This design comes from an exercise in tuning for small area, a short achievable clock period and few clock cycles per item on the open sky130 flow, not from production work. Only simulation tests tie the RTL to the original design; equivalence was not proved. Power and IR drop assume default switching activity.

<file path="flow/run.sh">
#!/bin/bash
# synth_recipe.tcl (not shown) runs the flow's synth.tcl, then flattens the netlist and writes it again
# the make line also repeats each setting of config.mk as NAME=value (left out here)
make -C /OpenROAD-flow-scripts/flow DESIGN_CONFIG=/design/flow/config.mk WORK_HOME=/design/flow/orfs CLKGATE_MAP_FILE= SYNTH_SCRIPT=/design/flow/synth_recipe.tcl finish
</file>
<file path="flow/config.mk">
export PLATFORM = sky130hd
export DESIGN_NAME = fe_inv
export DESIGN_NICKNAME = fe_inv
export VERILOG_FILES = /design/flow/design.v
export SDC_FILE = /design/flow/constraint.sdc
export NUM_CORES = 4
export LEC_CHECK = 0
export CAP_MARGIN = 20
export CORE_MARGIN = 2
export CORE_UTILIZATION = 45
export SETUP_SLACK_MARGIN = 3
export SLEW_MARGIN = 20
</file>
<file path="flow/constraint.sdc">
create_clock -name core_clock -period 9.0 [get_ports {clk}]
set_input_delay 1.8000 -clock core_clock [delete_from_list [all_inputs] [get_ports {clk}]]
set_output_delay 1.8000 -clock core_clock [all_outputs]
set_load 0.01 [all_outputs]
</file>
<file path="flow/design.v">
module fe_inv (
    input  wire         clk,
    input  wire         rst,
    input  wire         start,
    input  wire [259:0] a,
    output wire         ready,
    output wire         done,
    output wire [1:0]   fault,
    output wire [259:0] result
);
    localparam [259:0] L    = 260'h1000000000000000000000000000000014def9dea2f79cd65812631a5cf5d3ed;
    localparam [252:0] LL   = L[252:0];
    localparam [253:0] NEGL = 254'h2fffffffffffffffffffffffffffffffeb2106215d086329a7ed9ce5a30a2c13;
    reg         a_busy;
    reg  [1:0]  a_fault;
    reg  [253:0] nu;      
    reg  [252:0] v;
    reg  [252:0] r, s;    
    reg  [8:0]  k;
    reg         b_busy;
    reg  [1:0]  b_fault;
    reg  [253:0] x;       
    reg  [8:0]  kb;
    reg         kb_zero;  
    wire b_done = b_busy & kb_zero;
    wire b_free = ~b_busy | b_done;
    wire gcd_end = (&nu) & (v == 253'd1);
    wire a_fin   = a_busy & ((a_fault != 2'd0) | gcd_end);
    wire hand    = a_fin & b_free;
    assign ready  = ~a_busy | hand;
    assign done   = b_done;
    assign fault  = b_fault;
    assign result = {7'd0, x[252:0]};
    wire accept = start & ready;
    wire [1:0] a_fcode = (a >= L) ? 2'd2 : (a == 260'd0) ? 2'd1 : 2'd0;
    wire u_even = ~nu[0];
    wire v_even = ~v[0];
    wire [253:0] d = {1'b0, v} + nu;
    wire [253:0] src = u_even ? nu : v_even ? {1'b0, v} : d;
    wire         neg = u_even | (~v_even & d[253]);    
    wire [1:0]   jm = src[1] ? 2'd0 : src[2] ? 2'd1 : src[3] ? 2'd2 : 2'd3;
    wire [256:0] dy = {{4{src[253]}}, src[253:1]} >> jm;
    wire [253:0] ds = dy[253:0];
    wire [252:0] rs = r + s;
    wire [252:0] r_sh = {r[251:0], 1'b0} << jm;
    wire [252:0] s_sh = {s[251:0], 1'b0} << jm;
    wire [1:0] q = 2'd0 - x[1:0];
    reg  [255:0] qL;
    always @(*) begin
        case (q)
            2'd0: qL = 256'h0;
            2'd1: qL = 256'h1000000000000000000000000000000014def9dea2f79cd65812631a5cf5d3ed;
            2'd2: qL = 256'h2000000000000000000000000000000029bdf3bd45ef39acb024c634b9eba7da;
            default: qL = 256'h300000000000000000000000000000003e9ced9be8e6d6830837294f16e17bc7;
        endcase
    end
    wire [255:0] xs = {2'd0, x} + qL;
    wire [253:0] xh = xs[255:2];
    wire [8:0]   kb_n = kb - 9'd2;
    wire step = a_busy & ~a_fin;
    always @(posedge clk) begin
        if (rst) begin
            a_busy <= 1'b0;
            b_busy <= 1'b0;
        end else begin
            if (accept)
                a_busy <= 1'b1;
            else if (hand)
                a_busy <= 1'b0;
            if (hand)
                b_busy <= 1'b1;
            else if (b_done)
                b_busy <= 1'b0;
        end
    end
    always @(posedge clk) begin
        if (accept) begin
            a_fault <= a_fcode;
            nu      <= NEGL;
            v       <= a[252:0];
            s       <= 253'd1;
            k       <= 9'd0;
        end else if (step) begin
            k <= k + {7'd0, jm} + 9'd1;
            if (neg) begin
                nu <= ds;
                s  <= s_sh;
            end else begin
                v  <= ds[252:0];
                s  <= v_even ? s : rs;
            end
        end
        r <= accept ? 253'd0 : neg ? (u_even ? r : rs) : r_sh;
    end
    always @(posedge clk) begin
        x <= hand ? (k[0] ? {s, 1'b0} : {1'b0, s}) : xh;
        if (hand) begin
            b_fault <= a_fault;
            kb      <= (a_fault != 2'd0) ? 9'd0 : k + {8'd0, k[0]};
            kb_zero <= (a_fault != 2'd0) | (k == 9'd0);
        end else if (b_busy & ~b_done) begin
            kb      <= kb_n;
            kb_zero <= (kb_n == 9'd0);
        end
    end
endmodule
</file>
==> impl_results.html, run 1 <==
<table>
<tr><th>Metric</th><th>Value</th></tr>
<tr><th colspan="2">Setup path</th></tr>
<tr><td>Critical Path Sink Type</td><td>output port</td></tr>
<tr><td>Worst setup path endpoint</td><td>ready</td></tr>
<tr><td>Reg-to-Reg Start</td><td>v[117]</td></tr>
<tr><td>Startpoint types</td><td>flop</td></tr>
<tr><td>Slowest CP cell</td><td>sky130_fd_sc_hd__nor4_4</td></tr>
<tr><td>Cells along the critical path</td><td>nor4_2, nand4_1, nor4_4, nand4_1, o21a_2, o21ai_1, buf_4, clkdlybuf4s15_2</td></tr>
<tr><td>Path type of the worst setup path</td><td>reg -&gt; out</td></tr>
<tr><td>Critical Path Most Common Cell</td><td>sky130_fd_sc_hd__nand4_1</td></tr>
<tr><td>Crit path max fanout</td><td>4</td></tr>
<tr><td>R2R Setup Slk</td><td>2.99 ns</td></tr>
<tr><td>Worst setup path start</td><td>v[222]</td></tr>
<tr><td>Req. time, crit path</td><td>7.20 ns</td></tr>
<tr><td>R2R depth</td><td>18</td></tr>
<tr><td>Delay contributed by the slowest stage of the critical path</td><td>just under 0.8 ns</td></tr>
<tr><td>Cell depth of the worst setup path</td><td>8</td></tr>
<tr><td>Capture instance of the worst register-to-register path</td><td>v[222]</td></tr>
<tr><td>Buffers and inverters on the worst path</td><td>2</td></tr>
<tr><td>Kind of cell adding the most delay to the critical path</td><td>simple AND/OR/NAND/NOR gates</td></tr>
<tr><td>WP data arrival</td><td>4.29 ns</td></tr>
<tr><th colspan="2">Synthesis</th></tr>
<tr><td>Flip-flop and latch count after synthesis</td><td>1291</td></tr>
<tr><td>Count of warnings emitted by yosys</td><td>1</td></tr>
<tr><td>Proportion of register bits with asynchronous set or reset after synthesis</td><td>0%</td></tr>
<tr><td>Leading cell types by total area after synthesis</td><td>sky130_fd_sc_hd__dfxtp_1 16%, sky130_fd_sc_hd__nand2_1 9.4%, sky130_fd_sc_hd__a21oi_1 8.2%</td></tr>
<tr><td>Main combinational cell family by area after synthesis</td><td>simple AND/OR/NAND/NOR gates</td></tr>
<tr><td>Synth Area per Inst</td><td>6.80 um2</td></tr>
<tr><td>Most instantiated flip-flop cell in the synthesis netlist</td><td>sky130_fd_sc_hd__dfxtp_1</td></tr>
<tr><td>Synthesized-area fraction occupied by and/or/nand/nor cells</td><td>27.9%</td></tr>
<tr><td>Area fraction in compound gates after synthesis</td><td>26.9%</td></tr>
<tr><td>Post-synthesis mux area share</td><td>between 4 and 5%</td></tr>
<tr><td>Post-synth cell types</td><td>between 100 and 150</td></tr>
<tr><td>XOR/XNOR Fraction of Synth Area</td><td>around 5.2%</td></tr>
<tr><td>Sequential area share after synthesis</td><td>22.7%</td></tr>
<tr><td>Adder-Cell Fraction of Synth Area</td><td>6.34%</td></tr>
<tr><td>Synth Instances</td><td>roughly 19000</td></tr>
<tr><td>Number of enable flip-flop cells after synthesis</td><td>~270</td></tr>
<tr><td>Combined area of all synthesized cells</td><td>around 130000 um2</td></tr>
<tr><td>Share of the synthesized area in the top cell type</td><td>16.3%</td></tr>
<tr><td>Biggest area consumer among synthesized cells</td><td>sky130_fd_sc_hd__dfxtp_1</td></tr>
<tr><th colspan="2">Global routing</th></tr>
<tr><td>Number of global-route vias before repair</td><td>132000</td></tr>
<tr><td>Wire length of the first global-routing pass</td><td>893 mm</td></tr>
<tr><td>Initial antenna violation count</td><td>35</td></tr>
<tr><td>Total routing resource utilization after global routing</td><td>40.9%</td></tr>
<tr><td>Total grt overflow</td><td>0</td></tr>
<tr><td>Maximum number of pins on one net before global-route repair</td><td>about 200</td></tr>
<tr><th colspan="2">Final layout</th></tr>
<tr><td>Core utilization of the finished layout</td><td>49.7%</td></tr>
<tr><td>Area Overhead vs Synth</td><td>10.1%</td></tr>
<tr><td>Post-layout net count</td><td>18800</td></tr>
<tr><td>Proportion of layout cells with a drive suffix above 1</td><td>4.85%</td></tr>
<tr><td>Fillcell total</td><td>28800</td></tr>
<tr><td>Non-filler cells, final</td><td>21800</td></tr>
<tr><td>Final standard cell area without fillers</td><td>approximately 140000 um2</td></tr>
<tr><th colspan="2">STA</th></tr>
<tr><td>Worst-case setup margin in the final layout</td><td>2.91 ns</td></tr>
<tr><td>Achievable Freq</td><td>~160 MHz</td></tr>
<tr><td>Setup violations, final</td><td>0</td></tr>
<tr><td>Final period demand of the worst path</td><td>6.09 ns</td></tr>
<tr><td>Hold_ws</td><td>0.494 ns</td></tr>
<tr><td>Period Utilization, post-route</td><td>67.6%</td></tr>
<tr><td>Final number of hold-violating endpoints</td><td>0</td></tr>
<tr><td>Sum Neg Setup Slack</td><td>0 ns</td></tr>
<tr><td>Remaining max-slew budget at the tightest pin</td><td>7.97%</td></tr>
<tr><td>RSZ-0062 raised after global routing</td><td>yes</td></tr>
<tr><td>Worst-Margin Slew</td><td>1.38 ns</td></tr>
<tr><td>Worst clock skew on the final layout</td><td>0.0687 ns</td></tr>
<tr><td>Pins over their slew limit</td><td>0</td></tr>
<tr><th colspan="2">Floorplan</th></tr>
<tr><td>Core Box Area</td><td>279000 um2</td></tr>
<tr><td>Num ports</td><td>527</td></tr>
<tr><td>Initial standard-cell utilization of the core</td><td>45.1%</td></tr>
<tr><td>Die Width</td><td>533 um</td></tr>
<tr><td>Vertical die dimension</td><td>533 um</td></tr>
<tr><td>Die Outline Area</td><td>284000 um2</td></tr>
<tr><td>Number of core rows</td><td>a little under 200</td></tr>
<tr><th colspan="2">Status</th></tr>
<tr><td>Status</td><td>finished clean</td></tr>
<tr><th colspan="2">Routing</th></tr>
<tr><td>Antenna viol nets, final</td><td>0</td></tr>
<tr><td>Met3 wire len</td><td>59.7 mm</td></tr>
<tr><td>Remaining routing DRC violations</td><td>0</td></tr>
<tr><td>Wire length after detailed routing</td><td>just over 600 mm</td></tr>
<tr><td>Length of routed met2 wiring</td><td>about 260 mm</td></tr>
<tr><td>Vias per std cell</td><td>6.59</td></tr>
<tr><td>Drt first pass iters</td><td>7</td></tr>
<tr><td>WL per Instance</td><td>around 28 um</td></tr>
<tr><td>Vias</td><td>144000</td></tr>
<tr><td>Top routing layer in use</td><td>met5</td></tr>
<tr><td>Met1 wire length</td><td>260 mm</td></tr>
<tr><td>Violation count after the first detailed-routing iteration</td><td>16900</td></tr>
<tr><th colspan="2">Run</th></tr>
<tr><td>Count of maximum capacitance violations</td><td>0</td></tr>
<tr><th colspan="2">Clock network</th></tr>
<tr><td>Skew-Pair Late Insertion Delay</td><td>0.91 ns</td></tr>
<tr><td>Total clock buffers created by CTS</td><td>170</td></tr>
<tr><td>Number of buffers on the longest clock path</td><td>4</td></tr>
<tr><td>Root buffer cell</td><td>sky130_fd_sc_hd__clkbuf_16</td></tr>
<tr><td>Hold buffers post-CTS</td><td>0</td></tr>
<tr><td>Clock Pin Slew Worst Setup and Hold Paths</td><td>roughly 0.06 ns</td></tr>
<tr><td>CTS tree</td><td>yes</td></tr>
<tr><td>Number of H-tree branching levels</td><td>4</td></tr>
<tr><td>CTS sink count</td><td>roughly 1300</td></tr>
<tr><th colspan="2">Min path</th></tr>
<tr><td>Hold_sp</td><td>nu[15]</td></tr>
<tr><td>Hold Path Class</td><td>reg -&gt; reg</td></tr>
<tr><th colspan="2">Pwr</th></tr>
<tr><td>Final Total Pwr</td><td>35.2 mW</td></tr>
<tr><td>Leakage Power</td><td>roughly 53 nW</td></tr>
<tr><td>Worst voltage drop across the vdd grid</td><td>between 300 and 400 uV</td></tr>
<tr><td>Pwr Density</td><td>around 250 nW/um2</td></tr>
<tr><th colspan="2">Placement</th></tr>
<tr><td>Post-place instance area</td><td>131000 um2</td></tr>
<tr><td>Placed wire-length estimate</td><td>471 mm</td></tr>
<tr><td>Number of cells in the design after placement</td><td>21400</td></tr>
<tr><td>Final weighted congestion of routability-driven global placement</td><td>1.05</td></tr>
<tr><td>Dpl ws</td><td>1.33 ns</td></tr>
<tr><td>Buffers on Ports</td><td>519</td></tr>
</table>
[metal layers]
| metal | vias up | global-route usage [%] |
|---|---|---|
| met5 | - | 0 |
| met4 | 18 | 18.5 |
| met3 | 1310 | 8.00 |
| met2 | 7498 | 62.3 |
| met1 | 68800 | 55.7 |
| li1 | 66100 | - |
[cell usage in the layout, fill, tap and decap left out, types with 52 or more instances in the layout]
master                            synthesis  final
sky130_fd_sc_hd__nand2_1               3165   3152
sky130_fd_sc_hd__a21oi_1               2065   2049
sky130_fd_sc_hd__nor2_1                1826   1810
sky130_fd_sc_hd__o21ai_0               1513   1496
sky130_fd_sc_hd__nand3_1               1277   1277
sky130_fd_sc_hd__dfxtp_1               1025   1008
sky130_fd_sc_hd__ha_1                   633    629
sky130_fd_sc_hd__mux2i_1                571    571
sky130_fd_sc_hd__clkdlybuf4s50_1          0    518
sky130_fd_sc_hd__nand4_1                490    490
sky130_fd_sc_hd__xnor2_1                438    436
sky130_fd_sc_hd__a21o_1                 311    309
sky130_fd_sc_hd__xor2_1                 305    304
sky130_fd_sc_hd__a311oi_1               299    296
sky130_fd_sc_hd__nor3_1                 280    267
sky130_fd_sc_hd__edfxtp_1               266    266
sky130_fd_sc_hd__inv_1                  224    220
sky130_fd_sc_hd__a31oi_1                222    214
sky130_fd_sc_hd__nor4_1                 256    209
sky130_fd_sc_hd__o21bai_1               203    201
sky130_fd_sc_hd__clkbuf_16                0    177
sky130_fd_sc_hd__a211oi_1               178    174
sky130_fd_sc_hd__buf_4                  260    173
sky130_fd_sc_hd__o211ai_1               133    133
sky130_fd_sc_hd__and3_1                 108    106
sky130_fd_sc_hd__o21a_1                 105    103
sky130_fd_sc_hd__and2_1                  88     85
sky130_fd_sc_hd__nor2b_1                 75     71
sky130_fd_sc_hd__or3_1                   64     64
sky130_fd_sc_hd__o31ai_1                 69     62
sky130_fd_sc_hd__a221oi_1                63     55
sky130_fd_sc_hd__or2_2                   52     52
[area by class of cell]
| cell class | instances | area, um2 | area share, % |
|---|---|---|---|
| diodes | 23 | 57.6 | 0.0415 |
| clock buffers | 239 | 4940 | 3.57 |
| clock inverters | 66 | 766 | 0.553 |
| inverters | 229 | 901 | 0.650 |
| multi-input cells | 15500 | 91100 | 65.7 |
| flip-flops and latches | 1291 | 28500 | 20.6 |
| well taps | 3724 | 4660 | 3.36 |
| repair buffers | 749 | 7630 | 5.51 |
[power breakdown]
group / switching, mW / internal (mW) / leakage, nW
clock: 3.00 / 4.21 / 2.80
combinational: 12.7 / 7.16 / 39.1
sequential: 1.21 / 6.93 / 11.0
[kinds of logic after synthesis]
family	Yosys count
simple gates	7867
flops	1291
fa+ha+maj	636
compound gates	5618
xor+xnor	743
other cells	1
mux	605
buf+inv	1756
[sequential cells by signal (all words and copies together), names as in the netlist]
name,flops
s,253
kb,8
a_busy,1
v,253
b_busy,1
k,9
x,254
a_fault,2
nu,254
r,253
kb_zero,1
b_fault,2
[worst register-to-register path, delay by kind of cell, from the launching register on]
| family | cells | cell delay, ns |
|---|---|---|
| DFF | 1 | 0.50 |
| adders and majority gates | 1 | 0.46 |
| AOI/OAI and AO/OA | 13 | 3.77 |
| xor gates and xnor gates | 1 | 0.31 |
| and+or+nand+nor | 3 | 0.70 |
[cells in the mapped netlist, types with 224 or more instances]
master / count
sky130_fd_sc_hd__a21oi_1: 2065
sky130_fd_sc_hd__nor4_1: 256
sky130_fd_sc_hd__ha_1: 633
sky130_fd_sc_hd__clkbuf_1: 1028
sky130_fd_sc_hd__buf_4: 260
sky130_fd_sc_hd__nand3_1: 1277
sky130_fd_sc_hd__a311oi_1: 299
sky130_fd_sc_hd__a21o_1: 311
sky130_fd_sc_hd__nand4_1: 490
sky130_fd_sc_hd__inv_1: 224
sky130_fd_sc_hd__nor3_1: 280
sky130_fd_sc_hd__nand2_1: 3165
sky130_fd_sc_hd__mux2i_1: 571
sky130_fd_sc_hd__nor2_1: 1826
sky130_fd_sc_hd__xor2_1: 305
sky130_fd_sc_hd__o21ai_0: 1513
sky130_fd_sc_hd__dfxtp_1: 1025
sky130_fd_sc_hd__xnor2_1: 438
sky130_fd_sc_hd__edfxtp_1: 266
[worst min-delay path by stage]
stage	end	cells past startpoint
detailed placement	nu[22]	2
CTS	nu[52]	2
finish	nu[15]	2
global route	nu[26]	2
global placement	nu[22]	2
floorplan	b_fault[1]	0
[what timing repair did]
| item | CTS | global route |
|---|---|---|
| setup endpoints to repair | 1233 | 844 |
| endpoints found under the hold margin | 0 | 0 |
| buffers inserted | 13 | 25 |
| pin swaps | 16 | 36 |
| resized for setup | 139 | 122 |
| cloned | 7 | 2 |
Testbench counts, summed over its fixed seeds: cycles 62,574, items 320.
==> run 2, diff against run 1 <==
--- a/flow/config.mk
+++ b/flow/config.mk
@@ -9,4 +9,4 @@
 export CORE_MARGIN = 2
-export CORE_UTILIZATION = 45
-export SETUP_SLACK_MARGIN = 3
+export CORE_UTILIZATION = 40
+export SETUP_SLACK_MARGIN = 2.75
 export SLEW_MARGIN = 20
==> run 2 against run 1 <==
- global-route usage down 5.4 points
- core utilization down 5.5 points
- first-iteration DRC count up 1.6%
- design area down 0.32%
- sequential share of layout area about the same
- critical endpoint unchanged
- wire length down 2.4%
- sequential cell count unchanged
- maximum frequency down 2.6%
- area after synthesis unchanged
- synthesized cell count unchanged
- largest cell class unchanged
- largest power group unchanged
- clock-buffer cell count down 1
- still clean on timing, DRC and antenna
- hold slack worse by 0.039 ns
==> impl_results.html, run 2 <==
<table>
<tr><th>Metric</th><th>Value</th></tr>
<tr><th colspan="2">Status</th></tr>
<tr><td>Status</td><td>finished clean (unchanged)</td></tr>
<tr><th colspan="2">Routing</th></tr>
<tr><td>Vias</td><td>142000 (was 144000)</td></tr>
<tr><td>Antenna viol nets, final</td><td>0 (unchanged)</td></tr>
<tr><td>Wire length after detailed routing</td><td>599 mm (was 613 mm)</td></tr>
<tr><td>Violation count after the first detailed-routing iteration</td><td>17100 (was 16900)</td></tr>
<tr><td>Met3 wire len</td><td>54.7 mm (was 59.7 mm)</td></tr>
<tr><td>Met1 wire length</td><td>260 mm (about the same)</td></tr>
<tr><td>WL per Instance</td><td>27.0 um (was 28.1 um)</td></tr>
<tr><td>Vias per std cell</td><td>6.40 (was 6.59)</td></tr>
<tr><td>Remaining routing DRC violations</td><td>0 (unchanged)</td></tr>
<tr><td>Top routing layer in use</td><td>met5 (unchanged)</td></tr>
<tr><td>Drt first pass iters</td><td>10 (was 7)</td></tr>
<tr><td>Length of routed met2 wiring</td><td>255 mm (was 262 mm)</td></tr>
<tr><th colspan="2">Floorplan</th></tr>
<tr><td>Vertical die dimension</td><td>565 um (was 533 um)</td></tr>
<tr><td>Initial standard-cell utilization of the core</td><td>40.3% (was 45.1%)</td></tr>
<tr><td>Die Width</td><td>565 um (was 533 um)</td></tr>
<tr><td>Die Outline Area</td><td>319000 um2 (was 284000 um2)</td></tr>
<tr><td>Core Box Area</td><td>312000 um2 (was 279000 um2)</td></tr>
<tr><td>Num ports</td><td>527 (unchanged)</td></tr>
<tr><td>Number of core rows</td><td>205 (was 194)</td></tr>
<tr><th colspan="2">Synthesis</th></tr>
<tr><td>Number of enable flip-flop cells after synthesis</td><td>266 (unchanged)</td></tr>
<tr><td>Combined area of all synthesized cells</td><td>126000 um2 (unchanged)</td></tr>
<tr><td>Post-synth cell types</td><td>114 (unchanged)</td></tr>
<tr><td>Flip-flop and latch count after synthesis</td><td>1291 (unchanged)</td></tr>
<tr><td>Synth Instances</td><td>18500 (unchanged)</td></tr>
<tr><td>Leading cell types by total area after synthesis</td><td>sky130_fd_sc_hd__dfxtp_1 16%, sky130_fd_sc_hd__nand2_1 9.4%, sky130_fd_sc_hd__a21oi_1 8.2% (unchanged)</td></tr>
<tr><td>Share of the synthesized area in the top cell type</td><td>16.3% (unchanged)</td></tr>
<tr><td>Proportion of register bits with asynchronous set or reset after synthesis</td><td>0% (unchanged)</td></tr>
<tr><td>Count of warnings emitted by yosys</td><td>1 (unchanged)</td></tr>
<tr><td>Biggest area consumer among synthesized cells</td><td>sky130_fd_sc_hd__dfxtp_1 (unchanged)</td></tr>
<tr><td>Most frequent cells after synthesis</td><td>3165 x sky130_fd_sc_hd__nand2_1, 2065 x sky130_fd_sc_hd__a21oi_1, 1826 x sky130_fd_sc_hd__nor2_1 (unchanged)</td></tr>
<tr><td>Most instantiated flip-flop cell in the synthesis netlist</td><td>sky130_fd_sc_hd__dfxtp_1 (unchanged)</td></tr>
<tr><td>Most used standard cell by instance count after synthesis</td><td>sky130_fd_sc_hd__nand2_1 (unchanged)</td></tr>
<tr><td>Sequential area share after synthesis</td><td>22.7% (unchanged)</td></tr>
<tr><td>Synth Area per Inst</td><td>6.80 um2 (unchanged)</td></tr>
<tr><th colspan="2">Pwr</th></tr>
<tr><td>Int Power</td><td>18.2 mW (was 18.3 mW)</td></tr>
<tr><td>Leakage Power</td><td>52.5 nW (was 52.9 nW)</td></tr>
<tr><td>Worst voltage drop across the vdd grid</td><td>262 uV (was 309 uV)</td></tr>
<tr><td>Share of power burned in combinational logic</td><td>55.6% (was 56.4%)</td></tr>
<tr><td>Fraction of power consumed by sequential logic</td><td>23.4% (was 23.1%)</td></tr>
<tr><td>Pwr Density</td><td>253 nW/um2 (was 254 nW/um2)</td></tr>
<tr><td>Switching portion of total power</td><td>47.9% (was 48.0%)</td></tr>
<tr><td>Switching component of the power</td><td>16.8 mW (was 16.9 mW)</td></tr>
<tr><td>Clock share of power</td><td>20.9% (was 20.5%)</td></tr>
<tr><td>Final Total Pwr</td><td>35.0 mW (was 35.2 mW)</td></tr>
<tr><th colspan="2">STA</th></tr>
<tr><td>Worst-Margin Slew</td><td>1.21 ns (was 1.38 ns)</td></tr>
<tr><td>Pins over their slew limit</td><td>0 (unchanged)</td></tr>
<tr><td>Remaining max-slew budget at the tightest pin</td><td>18.3% (was 7.97%)</td></tr>
<tr><td>Setup violations, final</td><td>0 (unchanged)</td></tr>
<tr><td>Final period demand of the worst path</td><td>6.25 ns (was 6.09 ns)</td></tr>
<tr><td>Worst clock skew on the final layout</td><td>0.0830 ns (was 0.0687 ns)</td></tr>
<tr><td>Final number of hold-violating endpoints</td><td>0 (unchanged)</td></tr>
<tr><td>RSZ-0062 raised after global routing</td><td>yes (unchanged)</td></tr>
<tr><td>Achievable Freq</td><td>160 MHz (was 164 MHz)</td></tr>
<tr><td>Period Utilization, post-route</td><td>69.5% (was 67.6%)</td></tr>
<tr><td>Sum Neg Setup Slack</td><td>0 ns (unchanged)</td></tr>
<tr><th colspan="2">Placement</th></tr>
<tr><td>Placed wire-length estimate</td><td>456 mm (was 471 mm)</td></tr>
<tr><td>Buffers on Ports</td><td>519 (unchanged)</td></tr>
<tr><td>Final weighted congestion of routability-driven global placement</td><td>1.08 (was 1.05)</td></tr>
<tr><th colspan="2">Final layout</th></tr>
<tr><td>Most frequent cells in the layout</td><td>3155 x sky130_fd_sc_hd__nand2_1, 2054 x sky130_fd_sc_hd__a21oi_1, 1818 x sky130_fd_sc_hd__nor2_1 (was 3152 x sky130_fd_sc_hd__nand2_1, 2049 x sky130_fd_sc_hd__a21oi_1, 1810 x sky130_fd_sc_hd__nor2_1)</td></tr>
<tr><td>Area Overhead vs Synth</td><td>9.77% (was 10.1%)</td></tr>
<tr><td>Post-layout net count</td><td>18800 (about the same)</td></tr>
<tr><td>Fillcell total</td><td>33000 (was 28800)</td></tr>
<tr><td>Top Registers</td><td>nu x254, x x254 (unchanged)</td></tr>
<tr><td>Most frequent standard cell in the layout excluding fill and tap cells</td><td>sky130_fd_sc_hd__nand2_1 (unchanged)</td></tr>
<tr><td>Proportion of layout cells with a drive suffix above 1</td><td>4.21% (was 4.85%)</td></tr>
<tr><th colspan="2">Global routing</th></tr>
<tr><td>Maximum number of pins on one net before global-route repair</td><td>176 (was 196)</td></tr>
<tr><td>Number of global-route vias before repair</td><td>130000 (was 132000)</td></tr>
<tr><td>Initial antenna violation count</td><td>30 (was 35)</td></tr>
<tr><td>Total routing resource utilization after global routing</td><td>35.6% (was 40.9%)</td></tr>
<tr><td>Total grt overflow</td><td>0 (unchanged)</td></tr>
<tr><td>Wire length of the first global-routing pass</td><td>873 mm (was 893 mm)</td></tr>
<tr><th colspan="2">Clock network</th></tr>
<tr><td>Number of H-tree branching levels</td><td>4 (unchanged)</td></tr>
<tr><td>CTS tree</td><td>yes (unchanged)</td></tr>
<tr><td>Clock Pin Slew Worst Setup and Hold Paths</td><td>0.06 ns (about the same)</td></tr>
<tr><td>Total clock buffers created by CTS</td><td>171 (was 170)</td></tr>
<tr><td>CTS sink count</td><td>1291 (unchanged)</td></tr>
<tr><td>Number of buffers on the longest clock path</td><td>4 (unchanged)</td></tr>
<tr><td>Hold buffers post-CTS</td><td>0 (unchanged)</td></tr>
<tr><td>Root buffer cell</td><td>sky130_fd_sc_hd__clkbuf_16 (unchanged)</td></tr>
<tr><td>Skew-Pair Late Insertion Delay</td><td>0.91 ns (about the same)</td></tr>
<tr><th colspan="2">Run</th></tr>
<tr><td>Count of maximum capacitance violations</td><td>0 (unchanged)</td></tr>
<tr><th colspan="2">Setup path</th></tr>
<tr><td>R2R Setup Slk</td><td>2.76 ns (was 2.99 ns)</td></tr>
<tr><td>Worst setup path start</td><td>nu[136] (was v[222])</td></tr>
<tr><td>Capture instance of the worst register-to-register path</td><td>r[229] (was v[222])</td></tr>
<tr><td>Crit path max fanout</td><td>4 (unchanged)</td></tr>
<tr><td>Critical Path Sink Type</td><td>output port (unchanged)</td></tr>
<tr><td>R2R depth</td><td>18 (unchanged)</td></tr>
<tr><td>Reg-to-Reg Start</td><td>s[2] (was v[117])</td></tr>
<tr><td>Req. time, crit path</td><td>7.20 ns (about the same)</td></tr>
<tr><td>Path type of the worst setup path</td><td>reg -&gt; out (unchanged)</td></tr>
<tr><td>WP data arrival</td><td>4.45 ns (was 4.29 ns)</td></tr>
<tr><td>Startpoint types</td><td>flop (unchanged)</td></tr>
<tr><th colspan="2">Min path</th></tr>
<tr><td>Hold Path Sink</td><td>b_fault[1] (was nu[15])</td></tr>
<tr><td>Hold_sp</td><td>a_fault[1] (was nu[15])</td></tr>
<tr><td>Hold Path Class</td><td>reg -&gt; reg (unchanged)</td></tr>
<tr><td>Hold-critical path depth</td><td>0 (was 2)</td></tr>
</table>
==> run 2: worst max-delay path by stage <==
stage	end	slack [ns]	cells after the start
CTS	ready	2.53	7
global placement	x[239]	1.76	22
floorplan	v[0]	3.11	18
finish	ready	2.75	7
global route	r[229]	2.71	18
detailed placement	x[238]	1.66	20
==> run 2: cell families after synthesis <==
family	Yosys count	share of synthesized area (%)
xor+xnor	743	5.17
mux	605	4.86
fa+ha+maj	636	6.34
compound gates	5618	26.9
flops	1291	22.7
other cells	1	0.00298
buf+inv	1756	6.14
simple gates	7867	27.9
==> run 2: per-stage QoR <==
| stage | setup WS (ns) | hold WS (ns) | std cells | instance area [um2] | utilization, % |
|---|---|---|---|---|---|
| floorplan | 3.11 | 0.427 | 18500 | 126000 | - |
| global placement | 1.76 | 0.438 | 21800 | 131000 | 42.1 |
| detailed placement | 1.66 | 0.438 | 21800 | 131000 | 42.1 |
| CTS | 2.53 | 0.456 | 22200 | 138000 | 44.0 |
| global route | 2.71 | 0.473 | 22200 | 138000 | 44.2 |
| finish | 2.75 | 0.454 | 22200 | 138000 | 44.2 |
==> run 2: metal layers <==
layer | vias to the layer above | GRT usage (%)
met1 | 67800 | 49.0
met4 | 24 | 15.1
li1 | 66000 | -
met3 | 1262 | 6.71
met2 | 6965 | 53.9
met5 | - | 0
==> run 2: power by group through the flow <==
stage          Sequential [mW]  Clock (mW)  Combinational [mW]
2_1_floorplan             7.58           0                13.6
3_3_place_gp              8.28           0                18.8
3_5_place_dp              8.22           0                18.7
4_1_cts                   8.13        7.40                18.9
5_1_grt                   8.23        7.60                21.2
6_report                  8.19        7.31                19.4
==> run 2: worst max-delay path, cell delays in order, from the launching register on <==
cell and delay, ns:
sky130_fd_sc_hd__dfxtp_1 0.43, sky130_fd_sc_hd__nand4_1 0.41, sky130_fd_sc_hd__nor4_1 0.76, sky130_fd_sc_hd__nand4_1 0.47
sky130_fd_sc_hd__or4_1 0.64, sky130_fd_sc_hd__o21a_2 0.31, sky130_fd_sc_hd__o21ai_4 0.31, sky130_fd_sc_hd__dlymetal6s2s_1 0.24
==> run 2: timing repair <==
item / in CTS / in global routing
gates resized for setup: 57 / 67
endpoints found under the setup margin: 1165 / 823
pin swaps: 6 / 17
setup buffers: 2 / 20
gates cloned: 3 / 2
==> run 2: cell type report <==
| class | instances | area, um2 | share of cell area, % |
|---|---|---|---|
| diodes | 11 | 27.5 | 0.0199 |
| flip-flops and latches | 1291 | 28500 | 20.6 |
| clock buffers | 238 | 4960 | 3.59 |
| inverters | 229 | 897 | 0.649 |
| multi-input cells | 15500 | 90400 | 65.4 |
| repair buffers | 720 | 7310 | 5.29 |
| well taps | 4140 | 5180 | 3.75 |
| clock inverters | 77 | 862 | 0.624 |

-- re-timing with driven ports --
Ports are ideal in the flow. The routed layouts listed here were re-timed in OpenROAD.
Step 1: set_driving_cell puts a clkbuf_16 on clk and a buf_2 on each other input, an assumption about the parent block.
Step 2 adds t to the input delays and takes it off the output delays; t is the mean of the earliest and latest rising clock arrival at the registers after step 1. Input paths then give back, and output paths get back, about the clock's delay inside the block.
a / b / c = no drivers / after step 1 / after step 2; a / b = the first two.
run | t (ns) | setup slack, ns | clock arrival spread, ns | worst register clock-pin slew, ns | worst data-port slew with drivers (ns)
run 1 | 0.996 | 2.913 / 2.791 / 2.139 | 0.069 / 0.069 | 0.07 / 0.07 | 0.15
run 2 | 0.973 | 2.749 / 2.641 / 2.498 | 0.083 / 0.083 | 0.07 / 0.07 | 0.20
After both steps setup and hold are still met in every run listed. For run 1, which loses most, drivers alone change the setup slack by -0.122 ns; drivers and shift together by -0.774 ns.
